This is an optimization exercise on Yosys and OpenROAD, whose aim is small area, a short achievable clock period and few clock cycles, not a production implementation.
At most, simulation tests tie the RTL to the original design; equivalence was not proved.
Function not checked in run 2: the RTL went through the layout flow alone.
Power figures rest on the tool's default switching activity, not on a simulated workload.

===== design/flow/config.mk =====
export PLATFORM = sky130hd
export DESIGN_NAME = csa20_core
export DESIGN_NICKNAME = csa20_core
export VERILOG_FILES = /design/flow/design.v
export SDC_FILE = /design/flow/constraint.sdc
export NUM_CORES = 4
export LEC_CHECK = 0
export CAP_MARGIN = 20
export CORE_MARGIN = 2
export CORE_UTILIZATION = 40
export SLEW_MARGIN = 20

===== design/flow/constraint.sdc =====
create_clock -name core_clock -period 10.0 [get_ports {clk}]
set_input_delay 2.0000 -clock core_clock [delete_from_list [all_inputs] [get_ports {clk}]]
set_output_delay 2.0000 -clock core_clock [all_outputs]
set_load 0.01 [all_outputs]

===== design/flow/design.v =====
module csa20_core (
    input  wire        clk,
    input  wire        rst,           
    output reg         mem_valid,
    output reg         mem_we,
    output reg  [10:0] mem_addr,
    output reg  [19:0] mem_wdata,
    input  wire        mem_ready,
    input  wire [19:0] mem_rdata,
    output wire        halted,
    output wire [1:0]  halt_code,     
    output wire [3:0]  mfr,
    output wire        cc_ov,
    output wire        cc_uf
);
    localparam [5:0] OP_LDR = 6'd1,  OP_STR = 6'd2,  OP_LDA = 6'd3,  OP_AMR = 6'd4,
                     OP_SMR = 6'd5,  OP_AIR = 6'd6,  OP_SIR = 6'd7,  OP_LDX = 6'd33,
                     OP_STX = 6'd34;
    localparam [11:0] BOOT_PC       = 12'd10;
    localparam [11:0] FAULT_ENTRY   = 12'd43;
    localparam [10:0] FAULT_PC_SAVE = 11'd4;
    reg s_f;         
    reg s_a1;        
    reg s_a2;        
    reg s_op;        
    reg s_h;         
    reg [11:0] pc;           
    reg [19:0] gpr [0:3];
    reg [12:0] ix  [1:3];
    reg [1:0]  mfr_r;        
    reg        ov_r, uf_r;
    reg [1:0]  hcode;
    reg        c_ldr, c_st, c_ldx, c_alu, c_sub, c_lda;
    reg        c_stx0;       
    reg        c_ldt0;       
    reg [3:0]  rsel;         
    reg [3:1]  xsel;         
    reg [3:1]  xsel_w;       
    reg        ind;
    reg [19:0] ea;           
    reg        flt;          
    reg        flt_op;       
    reg        pend;         
    assign halted    = s_h;
    assign halt_code = hcode;
    assign mfr       = {2'b00, mfr_r};
    assign cc_ov     = ov_r;
    assign cc_uf     = uf_r;
    wire [12:0] ix_x = ({13{xsel[1]}} & ix[1]) | ({13{xsel[2]}} & ix[2]) |
                       ({13{xsel[3]}} & ix[3]);
    wire [19:0] gpr_r = ({20{rsel[0]}} & gpr[0]) | ({20{rsel[1]}} & gpr[1]) |
                        ({20{rsel[2]}} & gpr[2]) | ({20{rsel[3]}} & gpr[3]);
    wire [12:0] ix_w = ({13{xsel_w[1]}} & ix[1]) | ({13{xsel_w[2]}} & ix[2]) |
                       ({13{xsel_w[3]}} & ix[3]);
    wire [3:1] ix_tgt = c_lda ? rsel[3:1] : xsel;
    wire fault = flt;
    always @(*) begin
        mem_valid = ~s_h;
        mem_we    = fault | (s_op & c_st);
        mem_addr  = fault ? FAULT_PC_SAVE : (s_f ? pc[10:0] : ea[10:0]);
        mem_wdata = fault ? {8'd0, pc} : (gpr_r | {7'd0, ix_w});
    end
    wire xfer = ~s_h & mem_ready;
    wire [5:0] d_op = mem_rdata[19:14];
    wire [1:0] d_r  = mem_rdata[13:12];
    wire [1:0] d_x  = mem_rdata[11:10];
    wire d_ldr = (d_op == OP_LDR);
    wire d_str = (d_op == OP_STR);
    wire d_lda = (d_op == OP_LDA);
    wire d_ldx = (d_op == OP_LDX) | d_lda;
    wire d_amr = (d_op == OP_AMR) | (d_op == OP_SMR);
    wire d_imm = (d_op == OP_AIR) | (d_op == OP_SIR);
    wire d_stx = (d_op == OP_STX);
    wire d_sub = (d_op == OP_SMR) | (d_op == OP_SIR);
    wire d_legal = d_ldr | d_str | d_ldx | d_amr | d_imm | d_stx;
    wire d_direct = (d_x == 2'd0) & ~mem_rdata[9];
    wire d_stx0 = d_stx & (d_x == 2'd0);
    wire d_ldt0 = (d_lda & (d_r == 2'd0)) | ((d_op == OP_LDX) & (d_x == 2'd0));
    wire d_mem_direct = d_legal & ~d_imm & d_direct;
    wire d_halt_direct = (d_stx0 | d_ldt0) & d_direct;
    wire [11:0] ea_sum = {1'b0, ix_x[10:0]} + {1'b0, mem_rdata[10:0]};
    wire        ea_ovf = (|mem_rdata[19:11]) | (|ix_x[12:11]) | ea_sum[11];
    wire        rd_ovf = |mem_rdata[19:11];
    wire        ix_big = |mem_rdata[19:13];
    wire [19:0] alu_a  = gpr_r;
    wire [19:0] alu_bb = ea;
    wire [20:0] alu_s  = {1'b0, alu_a} + {1'b0, alu_bb} + {20'd0, c_sub};
    wire        alu_sg = alu_s[20] ^ alu_a[19] ^ alu_bb[19];
    wire        alu_ov = alu_s[20] & (~c_sub | (ea != 20'hfffff));
    wire [18:0] alu_p  = alu_a[18:0] ^ alu_bb[18:0];
    wire        alu_z  = (alu_p[0] == c_sub) &
                         (alu_p[18:1] == (alu_a[17:0] | alu_bb[17:0]));
    wire        alu_uf = alu_sg & (~alu_s[19] | alu_z);
    wire gpr_ld  = s_op & c_ldr & ~flt;
    wire ix_ld   = s_op & c_ldx & ~flt;
    wire [19:0] gpr_wd = rst ? 20'd0 : (pend ? alu_s[19:0] : mem_rdata);
    wire [12:0] ix_wd  = rst ? 13'd0 : mem_rdata[12:0];
    integer k;
    always @(posedge clk) begin
        for (k = 0; k < 4; k = k + 1)
            if (rst || ((pend || gpr_ld) && rsel[k]))
                gpr[k] <= gpr_wd;
        for (k = 1; k < 4; k = k + 1)
            if (rst || (ix_ld && ix_tgt[k]))
                ix[k] <= ix_wd;
    end
    wire f_go = s_f & ~fault & xfer;     
    wire pc_last = (pc == 12'd2047);
    always @(posedge clk) begin
        if (rst) begin
            s_f  <= 1'b1;
            s_a1 <= 1'b0;
            s_a2 <= 1'b0;
            s_op <= 1'b0;
            s_h  <= 1'b0;
            flt  <= 1'b0;
        end else if (xfer) begin
            s_f  <= (s_f & (fault | ~d_legal | d_imm)) | (s_a2 & flt) |
                    (s_op & (flt | ~(c_ldt0 | (c_ldx & ix_big))));
            s_a1 <= s_f & ~fault & d_legal & ~d_imm & ~d_direct;
            s_a2 <= s_a1 & ind;
            s_op <= (s_f & ~fault & d_mem_direct & ~d_halt_direct) |
                    (s_a1 & ~ind) | (s_a2 & ~flt & ~c_stx0);
            s_h  <= (s_f & ~fault & d_halt_direct) | (s_a2 & ~flt & c_stx0) |
                    (s_op & ~flt & (c_ldt0 | (c_ldx & ix_big)));
            flt  <= (s_f & ~fault & (~d_legal | (d_imm & pc_last))) |
                    (s_a1 & ea_ovf) | (s_a2 & ~flt & rd_ovf & ~c_stx0) |
                    (s_op & ~flt & pc_last);
        end
    end
    always @(posedge clk) begin
        if (rst)
            pc <= BOOT_PC;
        else if (xfer & (fault | s_op | (s_f & d_imm)))
            pc <= fault ? FAULT_ENTRY : pc + 12'd1;
    end
    always @(posedge clk) begin
        if (rst)
            mfr_r <= 2'd0;
        else if (xfer & fault)
            mfr_r <= {1'b1, ~(flt & flt_op)};
    end
    always @(posedge clk) begin
        if (!s_h)
            hcode <= (s_op && !c_ldt0) ? 2'd2 : 2'd1;
    end
    always @(posedge clk) begin
        if (rst) begin
            ov_r <= 1'b0;
            uf_r <= 1'b0;
            pend <= 1'b0;
        end else begin
            if (pend) begin
                ov_r <= alu_ov;
                uf_r <= alu_uf;
            end
            pend <= (f_go & d_imm) | (s_op & ~flt & xfer & c_alu);
        end
    end
    always @(posedge clk) begin
        if (f_go) begin
            c_ldr  <= d_ldr;
            c_st   <= d_str | d_stx;
            c_ldx  <= d_ldx;
            c_lda  <= d_lda;
            c_alu  <= d_amr;
            c_sub  <= d_sub;
            c_stx0 <= d_stx0;
            c_ldt0 <= d_ldt0;
            rsel   <= {4{~d_stx}} & (4'b0001 << d_r);
            xsel   <= (4'b0001 << d_x) >> 1;
            xsel_w <= {3{d_stx}} & ((4'b0001 << d_x) >> 1);
            ind    <= mem_rdata[9];
            flt_op <= ~d_legal;
        end
    end
    always @(posedge clk) begin
        if (xfer) begin
            if (s_f)
                ea <= {20{d_op == OP_SIR}} ^ {12'd0, mem_rdata[7:0]};
            else if (s_a1)
                ea <= {mem_rdata[19:11], ea_sum[10:0]};
            else
                ea <= {20{s_op & c_sub}} ^ mem_rdata;
        end
    end
endmodule

===== design/flow/flow/run.sh =====
#!/bin/bash
# The standard layout, with timing repair aiming at 5.5 ns of setup slack and
# plain buffers (not delay cells) on the ports.
set -euo pipefail
export SETUP_SLACK_MARGIN=5.5
export BUFFER_PORTS_ARGS="-buffer_cell sky130_fd_sc_hd__buf_4"
bash standard.sh SETUP_SLACK_MARGIN=5.5 "BUFFER_PORTS_ARGS=-buffer_cell sky130_fd_sc_hd__buf_4" finish > standard_flow.log 2>&1

===== design/flow/standard.sh =====
#!/bin/bash
# synth_recipe.tcl (not shown) runs the flow's synth.tcl, then flattens the netlist and writes it again
# the make line also repeats each setting of config.mk as NAME=value (left out here)
make -C /OpenROAD-flow-scripts/flow DESIGN_CONFIG=/design/flow/config.mk WORK_HOME=/design/flow/orfs CLKGATE_MAP_FILE= SYNTH_SCRIPT=/design/flow/synth_recipe.tcl "${@:-finish}"

==> flow_metrics.env, run 1 <==
export IMPL_floorplan_die_height_um=163.7
export IMPL_stdcell_count=1317
export IMPL_synth_top_cells_by_area="edfxtp_1 47%, ha_1 6.0%, dfxtp_1 4.5%, nor2_1 3.6%, xor2_1 3.4%"
export IMPL_timing_max_transition_violations_final=0
export IMPL_num_vias=7597
export IMPL_layout_filler_cells=2411
export IMPL_synth_top_area_cell="edfxtp_1"
export IMPL_finish_utilization_pct=46.08
export IMPL_cts_htree_levels=4
export IMPL_max_vdd_ir_drop_v=0.00009259
export IMPL_synth_edf_count=161
export IMPL_postSynth_topFlopCell="edfxtp_1"
export IMPL_drt_drc_violations_left=0
export IMPL_syn_avg_cell_area_um2=10.94
export IMPL_result_of_the_run="complete, no violations"
export IMPL_postSynthCellCount=932
export IMPL_total_routing_usage_reported_by_global_routing_pct=22.07
export IMPL_power_density_mw_per_mm2=176.3
export IMPL_area_growth_syn_to_layout_pct=13.45
export IMPL_die_width_um=163.7
export IMPL_numPortBuffers=62
export IMPL_synthesis_area_mm2=0.01020
export IMPL_post_cts_repair_setup_buffers=0
export IMPL_grt_pass1_vias=7301
export IMPL_antenna_found_initial=0
export IMPL_grt_remaining_overflow=0
export IMPL_slew_headroom_pct=33.42
export IMPL_ant_nets=0
export IMPL_critical_path_slowest_cell="a221oi_1"
export IMPL_clock_sinks=184
export IMPL_worst_path_buffer_plus_inverter_count=2
export IMPL_tightest_slew_ns=0.9986
export IMPL_starting_utilization_of_the_core_area_pct=40.62
export IMPL_hp_class="flip-flop to flip-flop"
export IMPL_leakage_power_nw=4.534
export IMPL_path_clk_slew_ns=0.07
export IMPL_register_area_share_after_synthesis_pct=51.92
export IMPL_clock_latency_ns=0.43
export IMPL_cts_made_buffers=17
export IMPL_finalPower_mw=2.039
export IMPL_cts_hold_fix_buffers=0
export IMPL_yosysWarningCount=3
export IMPL_drt_via_density=5.768
export IMPL_critPathRequiredTime_ns=8.00
export IMPL_place_gp_congestion=0.9127
export IMPL_largest_net_degree_at_the_start_of_global_routing=45
export IMPL_detailed_place_hpwl_um=20610
export IMPL_worstSetupStartpointType="flip-flop"
export IMPL_hold_viol=0
export IMPL_worst_setup_path_type="flip-flop to primary output"
export IMPL_cts_root_buffer="clkbuf_16"
export IMPL_critical_path_max_stage_delay_ns=0.78
export IMPL_fin_crit_sh_pct=44.91
export IMPL_synth_ff_latch_count=184
export IMPL_dpl_cell_count=1286
export IMPL_wl_per_cell_um=22.14
export IMPL_worst_setup_path_end_kind="primary output"
export IMPL_cp_arrival_ns=2.49
export IMPL_rows=58
export IMPL_die_outline_area_mm2=0.02679
export IMPL_synth_top_cell_area_share_pct=47.41
export IMPL_drt_pre_antenna_iters=6
export IMPL_max_clock_path_buffers=2
export IMPL_rsz_0062_raised_after_global_routing="no"
export IMPL_wirelength_um=29160
export IMPL_ios=65
export IMPL_drt_iter0_drcs=784
export IMPL_worstPathCellList="buf_4 > a22o_1 > a221oi_1 > a31oi_1 > buf_4"
export IMPL_setup_violations=0
export IMPL_critical_path_top_delay_family="compound AO/OA/AOI/OAI gates"
export IMPL_cap_viol_max_count=0
export IMPL_layout_cell_share_with_drive_strength_beyond_1_pct=12.16
export IMPL_grt_first_pass_wirelength_um=43920
export IMPL_max_freq_mhz=222.7
export IMPL_finalSetupTns_ns=0
export IMPL_asyncSetResetFlopFracSynth_pct=0
export IMPL_finalCriticalPeriod_ns=4.491
export IMPL_cts_tree="done"
export IMPL_yosys_cell_count_top_type="edfxtp_1"
export IMPL_hold_ws_ns=0.4434
export IMPL_fin_skew_ns=0.01272
export IMPL_placeable_core_region_mm2=0.02511
export IMPL_antenna_cells=0
export IMPL_worst_path_max_fanout=22
export IMPL_synth_cells_most_frequent="161 x edfxtp_1, 99 x nor2_1, 67 x inv_1"
export IMPL_post_synth_num_cell_types=67
export IMPL_layout_net_count=1050
export IMPL_path_common_cell="buf_4"
path summary, 6_finish.rpt:
kind	from	endpoint	slack, ns	depth (start not counted)
setup reg to reg	rsel[1]	gpr[0][18]	5.73	13
setup / recovery	rsel[1]	mem_wdata[9]	5.51	5
hold reg to reg	flt_op	mfr_r[0]	0.44	1
hold / removal	flt_op	mfr_r[0]	0.44	1
cell usage in the layout, fill, tap and decap left out, types with 6 or more instances in the layout:
master     instances
a211oi_1          18
a21o_1             6
a21oi_1           48
a221oi_1          17
a222oi_1          24
a22o_1            18
a22oi_1            6
a31oi_1           18
and2_1             7
and3_1            12
buf_4             79
clkbuf_16         18
dfxtp_1           22
edfxtp_1         161
ha_1              49
inv_1             67
mux2i_1           25
nand2_1           42
nand2b_1           6
nand3_1           19
nand4_1           10
nor2_1            99
nor2b_1           18
nor3_1            15
o21ai_0           17
xnor2_1           39
xor2_1            40
flip-flops by register name (all words and copies together) (netlist names), 3 cells and up:
signal,cells
gpr,80
pc,12
rsel,4
xsel_w,3
xsel,3
ix,39
ea,20
cell families (layout without fill, tap and decap cells):
family,after synthesis,after routing,synth area share (%)
and+or+nand+nor,251,251,11.86
AOI/OAI and AO/OA,216,216,15.58
DFF,184,184,51.92
buffers and inverters,124,178,4.760
xor gates and xnor gates,79,79,6.785
adders and majority gates,52,52,6.600
muxes,25,25,2.454
other,1,2,0.03677
final cells by class:
class                   instances  area [um^2]  share of cell area [%]
well taps                     330        412.9                   3.569
repair buffers                 79        593.1                   5.126
clock inverters                11        113.9                  0.9841
multi-input cells             625         4441                   38.38
clock buffers                  20        457.9                   3.958
flip-flops and latches        184         5296                   45.78
inverters                      68        255.2                   2.206
stage by stage:
| stage | instance area (um^2) | worst slack, ns |
|---|---|---|
| floorplan | 10200 | 5.774 |
| global placement | 10980 | 5.478 |
| detailed placement | 10980 | 5.355 |
| CTS | 11560 | 5.503 |
| global route | 11570 | 5.500 |
| finish | 11570 | 5.509 |
power breakdown:
group          switching [mW]  internal, mW
Sequential             0.0380         0.894
Combinational           0.269         0.176
Clock                   0.300         0.362
repair_timing:
action                     in CTS  in global routing
resized for setup               2                  1
gates cloned                    0                  0
setup endpoints to repair       2                  1
routing by layer:
metal | wire length, um | track usage, %
met1 | 12460 | 30.61
met4 | 767 | 7.297
met5 | 0 | 0
met2 | 13570 | 35.06
met3 | 2359 | 3.834
Testbench counts, summed over its fixed seeds: cycles 19,209.
==> run 2, diff against run 1 <==
--- a/design/flow/design.v
+++ b/design/flow/design.v
@@ -38,5 +38,5 @@
     reg [3:1]  xsel_w;       
     reg        ind;
-    reg [19:0] ea;           
+    reg [10:0] ea;           
     reg        flt;          
     reg        flt_op;       
@@ -84,8 +84,10 @@
     wire        ix_big = |mem_rdata[19:13];
     wire [19:0] alu_a  = gpr_r;
-    wire [19:0] alu_bb = ea;
+    wire [19:0] alu_b  = s_op ? mem_rdata : {12'd0, ea[7:0]};
+    wire [19:0] alu_bb = {20{c_sub}} ^ alu_b;
+    wire        alu_go = pend | (s_op & c_alu & ~flt & mem_ready);
     wire [20:0] alu_s  = {1'b0, alu_a} + {1'b0, alu_bb} + {20'd0, c_sub};
     wire        alu_sg = alu_s[20] ^ alu_a[19] ^ alu_bb[19];
-    wire        alu_ov = alu_s[20] & (~c_sub | (ea != 20'hfffff));
+    wire        alu_ov = alu_s[20] & (~c_sub | (alu_b != 20'd0));
     wire [18:0] alu_p  = alu_a[18:0] ^ alu_bb[18:0];
     wire        alu_z  = (alu_p[0] == c_sub) &
@@ -94,10 +96,10 @@
     wire gpr_ld  = s_op & c_ldr & ~flt;
     wire ix_ld   = s_op & c_ldx & ~flt;
-    wire [19:0] gpr_wd = rst ? 20'd0 : (pend ? alu_s[19:0] : mem_rdata);
+    wire [19:0] gpr_wd = rst ? 20'd0 : (c_ldr ? mem_rdata : alu_s[19:0]);
     wire [12:0] ix_wd  = rst ? 13'd0 : mem_rdata[12:0];
     integer k;
     always @(posedge clk) begin
         for (k = 0; k < 4; k = k + 1)
-            if (rst || ((pend || gpr_ld) && rsel[k]))
+            if (rst || ((alu_go || gpr_ld) && rsel[k]))
                 gpr[k] <= gpr_wd;
         for (k = 1; k < 4; k = k + 1)
@@ -151,9 +153,9 @@
             pend <= 1'b0;
         end else begin
-            if (pend) begin
+            if (alu_go) begin
                 ov_r <= alu_ov;
                 uf_r <= alu_uf;
             end
-            pend <= (f_go & d_imm) | (s_op & ~flt & xfer & c_alu);
+            pend <= f_go & d_imm;
         end
     end
@@ -176,11 +178,11 @@
     end
     always @(posedge clk) begin
-        if (xfer) begin
+        if (xfer & ~s_op) begin
             if (s_f)
-                ea <= {20{d_op == OP_SIR}} ^ {12'd0, mem_rdata[7:0]};
+                ea <= {3'd0, mem_rdata[7:0]};
             else if (s_a1)
-                ea <= {mem_rdata[19:11], ea_sum[10:0]};
+                ea <= ea_sum[10:0];
             else
-                ea <= {20{s_op & c_sub}} ^ mem_rdata;
+                ea <= mem_rdata[10:0];
         end
     end
==> design/flow/flow/run.sh (replaced) <==
#!/bin/bash
# The standard layout, with timing repair aiming at 6 ns of setup slack and
# plain buffers (not delay cells) on the ports.
set -euo pipefail
export SETUP_SLACK_MARGIN=6
export BUFFER_PORTS_ARGS="-buffer_cell sky130_fd_sc_hd__buf_4"
bash standard.sh SETUP_SLACK_MARGIN=6 "BUFFER_PORTS_ARGS=-buffer_cell sky130_fd_sc_hd__buf_4" finish > standard_flow.log 2>&1
==> run 2 against run 1 <==
Effect of this change:
- cell count is 3.9% higher
- largest power group unchanged
- synthesized area fell by 2.5%
- clock power shrank 4.1%
- clock-buffer cell count fell by 2
- flip-flop and latch count shrank 9
- register-to-register slack improved by 0.56 ns
- critical endpoint is now gpr[0][16]
- largest cell class is now multi-input combinational cells
- still clean
- fmax is 4.4% higher
==> flow_metrics.env, run 2 <==
export IMPL_layout_cell_share_with_drive_strength_beyond_1_pct=26.53
export IMPL_register_area_share_after_synthesis_pct=50.52
export IMPL_depth_of_the_worst_register_to_register_path=15
export IMPL_dp_slack_ns=5.141
export IMPL_finalPower_mw=2.454
export IMPL_yosysWarningCount=3
export IMPL_fin_crit_sh_pct=43.04
export IMPL_cts_hold_fix_buffers=0
export IMPL_largest_net_degree_at_the_start_of_global_routing=63
export IMPL_cp_arrival_ns=4.48
export IMPL_result_of_the_run="complete, no violations"
export IMPL_starting_utilization_of_the_core_area_pct=40.78
export IMPL_ant_nets=0
export IMPL_antenna_found_initial=1
export IMPL_max_clock_path_buffers=2
export IMPL_most_common_layout_cells="152 x edfxtp_1, 115 x buf_4, 80 x nor2_1, 75 x nand2_1, 53 x inv_1"
export IMPL_max_flop_register="gpr"
export IMPL_reg2reg_slack_ns=6.29
export IMPL_asyncSetResetFlopFracSynth_pct=0
export IMPL_cts_made_buffers=17
export IMPL_leakage_power_nw=5.009
export IMPL_total_routing_usage_reported_by_global_routing_pct=23.08
export IMPL_dpl_cell_count=1271
export IMPL_postSynthCellCount=933
export IMPL_grt_first_pass_wirelength_um=44930
export IMPL_max_freq_mhz=232.4
export IMPL_hold_ws_ns=0.4568
export IMPL_layout_area_seq_mm2=0.005025
export IMPL_layout_net_count=1105
export IMPL_cap_viol_max_count=0
export IMPL_finalCriticalPeriod_ns=4.304
export IMPL_synth_cells_most_frequent="152 x edfxtp_1, 84 x nor2_1, 79 x nand2_1"
export IMPL_rows=57
export IMPL_finalSetupTns_ns=0
export IMPL_drt_pre_antenna_iters=7
export IMPL_biggestRegsByFlops="gpr: 80 flops, ix: 39 flops, pc: 12 flops"
export IMPL_die_outline_area_mm2=0.02615
export IMPL_numPortBuffers=62
export IMPL_setup_violations=0
export IMPL_cts_root_buffer="clkbuf_16"
export IMPL_clock_sinks=175
export IMPL_drt_iter0_drcs=776
export IMPL_slew_headroom_pct=34.36
export IMPL_worstSetupStartpointType="input port"
export IMPL_hold_path_cell_count=1
export IMPL_worst_setup_path_type="input port to flip-flop"
export IMPL_path_clk_slew_ns=0.07
export IMPL_placeable_core_region_mm2=0.02439
export IMPL_wl_per_cell_um=22.25
export IMPL_fin_skew_ns=0.007376
export IMPL_critical_path_reg2reg_endpoint="gpr[0][16]"
export IMPL_drt_via_density=5.798
export IMPL_synth_top_cell_area_share_pct=45.89
export IMPL_die_width_um=161.7
export IMPL_synth_ff_latch_count=175
export IMPL_detailed_place_hpwl_um=19990
export IMPL_rsz_0062_raised_after_global_routing="yes"
export IMPL_yosys_cell_count_top_type="edfxtp_1"
export IMPL_multi_input_area_mm2=0.005270
export IMPL_grt_pass1_vias=7499
export IMPL_hold_viol=0
export IMPL_antenna_cells=0
export IMPL_clock_latency_ns=0.43
export IMPL_syn_avg_cell_area_um2=10.66
export IMPL_hold_path_endpoint="mfr_r[0]"
export IMPL_synth_top_area_cell="edfxtp_1"
export IMPL_synthesis_area_mm2=0.009947
export IMPL_synth_edf_count=152
export IMPL_stdcell_count=1368
export IMPL_cts_htree_levels=4
export IMPL_num_vias=7932
export IMPL_power_density_mw_per_mm2=194.6
export IMPL_timing_max_transition_violations_final=0
export IMPL_tightest_slew_ns=0.9598
export IMPL_grt_remaining_overflow=0
export IMPL_area_growth_syn_to_layout_pct=26.78
export IMPL_ios=65
export IMPL_worst_setup_path_end_kind="flip-flop"
export IMPL_place_gp_congestion=0.8879
export IMPL_max_vdd_ir_drop_v=0.0001061
export IMPL_number_of_flip_flops_in_the_largest_register=80
export IMPL_final_ws_setup_ns=5.696
export IMPL_post_synth_num_cell_types=63
export IMPL_floorplan_die_height_um=161.7
export IMPL_hp_class="flip-flop to flip-flop"
export IMPL_wirelength_um=30440
export IMPL_cts_tree="done"
export IMPL_regToRegStartpoint="rsel[2]"
export IMPL_final_common_cell="edfxtp_1"
export IMPL_postSynth_topFlopCell="edfxtp_1"
export IMPL_synth_top_cells_by_area="edfxtp_1 46%, ha_1 6.2%, dfxtp_1 4.6%, xnor2_1 3.3%, nor2_1 3.2%"
export IMPL_layout_filler_cells=2171
export IMPL_hp_start="flt_op"
export IMPL_worst_path_max_fanout=4
export IMPL_critPathRequiredTime_ns=10.18
export IMPL_drt_drc_violations_left=0
## run 2: cell types whose count changed after synthesis, moves of 5 or more
cell	before	now
nand3_1	19	5
nand2b_1	6	11
a211oi_1	18	4
inv_1	67	56
nor2_1	99	84
a21o_1	6	13
edfxtp_1	161	152
xor2_1	40	30
o21ai_0	20	27
clkbuf_1	39	48
nand2_1	42	79
## run 2: through the flow
| step | utilization, % | area [um^2] |
|---|---|---|
| after floorplan | - | 10180 |
| final | 51.70 | 12610 |
| after detailed placement | 44.52 | 10860 |
| after global routing | 51.70 | 12610 |
| after global placement | 44.52 | 10860 |
| after CTS | 49.81 | 12150 |
## run 2: power breakdown
part / switching [mW] / internal [mW]
clock: 0.308 / 0.327
combinational: 0.491 / 0.387
sequential: 0.0457 / 0.896
total: 0.844 / 1.61
## run 2: area by class of cell
cell class,instances,share of cell area [%]
Clock buffer,18,3.403
Sequential cell,175,39.85
Multi-Input combinational cell,644,41.79
Timing Repair inverter,1,0.05953
Tap cell,324,3.215
Inverter,56,1.697
Timing Repair Buffer,136,8.989
Clock inverter,14,1.002
## run 2: routing by layer
metal | vias to the layer above | global-route usage, % | part of all wire, %
met5 | - | 0 | 0.033
met4 | 2 | 6.959 | 2.3
met3 | 44 | 4.750 | 8.4
met2 | 347 | 35.94 | 45
met1 | 3884 | 32.66 | 44
li1 | 3655 | - | -
## run 2: cell families (layout without fill, tap and decap cells)
logic type	after synthesis	in the layout	synth area share, %
DFF	175	175	50.52
AOI/OAI and AO/OA	224	224	16.34
buffers and inverters	115	225	4.453
muxes	27	27	2.742
adders and majority gates	51	51	6.566
xor gates and xnor gates	69	69	6.226
other	1	2	0.03770
and+or+nand+nor	271	271	13.12
## run 2: worst max path at each step
| stage | from | endpoint | slack, ns |
|---|---|---|---|
| 6_report | mem_rdata[1] | gpr[0][16] | 5.70 |
| 2_1_floorplan | mem_rdata[2] | gpr[0][17] | 5.57 |
| 3_3_place_gp | mem_rdata[0] | gpr[0][16] | 5.18 |
| 5_1_grt | mem_rdata[7] | gpr[1][16] | 5.61 |
| 4_1_cts | mem_rdata[1] | gpr[0][16] | 5.65 |
| 3_5_place_dp | mem_rdata[1] | gpr[0][17] | 5.14 |
## run 2: what timing repair did
item / in CTS / in global routing
pin swaps: 31 / 58
setup buffers: 43 / 20
endpoints found under the setup margin: 75 / 85
gates cloned: 0 / 1
resized for setup: 67 / 56
## run 2: worst max-delay path, cell delays in order
cell and delay, ns:
buf_12 0.10, mux2i_4 0.16, xnor2_2 0.15, inv_2 0.07
fa_2 0.35, nand3b_1 0.17, nand2_2 0.12, a221oi_4 0.08
or4_4 0.57, a21boi_4 0.18, o21a_1 0.17, o21ai_2 0.05
a32o_2 0.30

==> port drivers added, routing unchanged <==
The flow's constraints put no driver on any port. The routed layouts listed below were extracted and timed again, unchanged, in two steps.
Step 1 (the two cells are an assumption about what drives the block):
set clk [get_ports {clk}]
set_driving_cell -lib_cell sky130_fd_sc_hd__clkbuf_16 $clk
set_driving_cell -lib_cell sky130_fd_sc_hd__buf_2 [delete_from_list [all_inputs] $clk]
Step 2, shift: input delay + t, output delay - t, t = (earliest + latest rising clock arrival at the registers) / 2. This alone moves slack from input paths to output paths.
Three values: no drivers, after step 1, after step 2; two values: the first two.
| run | shift t [ns] | setup slack, ns | worst register clock-pin slew, ns | cell pins on the clock port's net |
|---|---|---|---|---|
| run 1 | 0.475 | 5.509 / 5.461 / 5.278 | 0.07 / 0.07 | 1 |
| run 2 | 0.476 | 5.696 / 5.696 / 5.220 | 0.07 / 0.07 | 1 |
After both steps setup and hold are still met in every run listed. For run 2, which loses most, drivers alone change the setup slack by 0.000 ns; drivers and shift together by -0.476 ns.
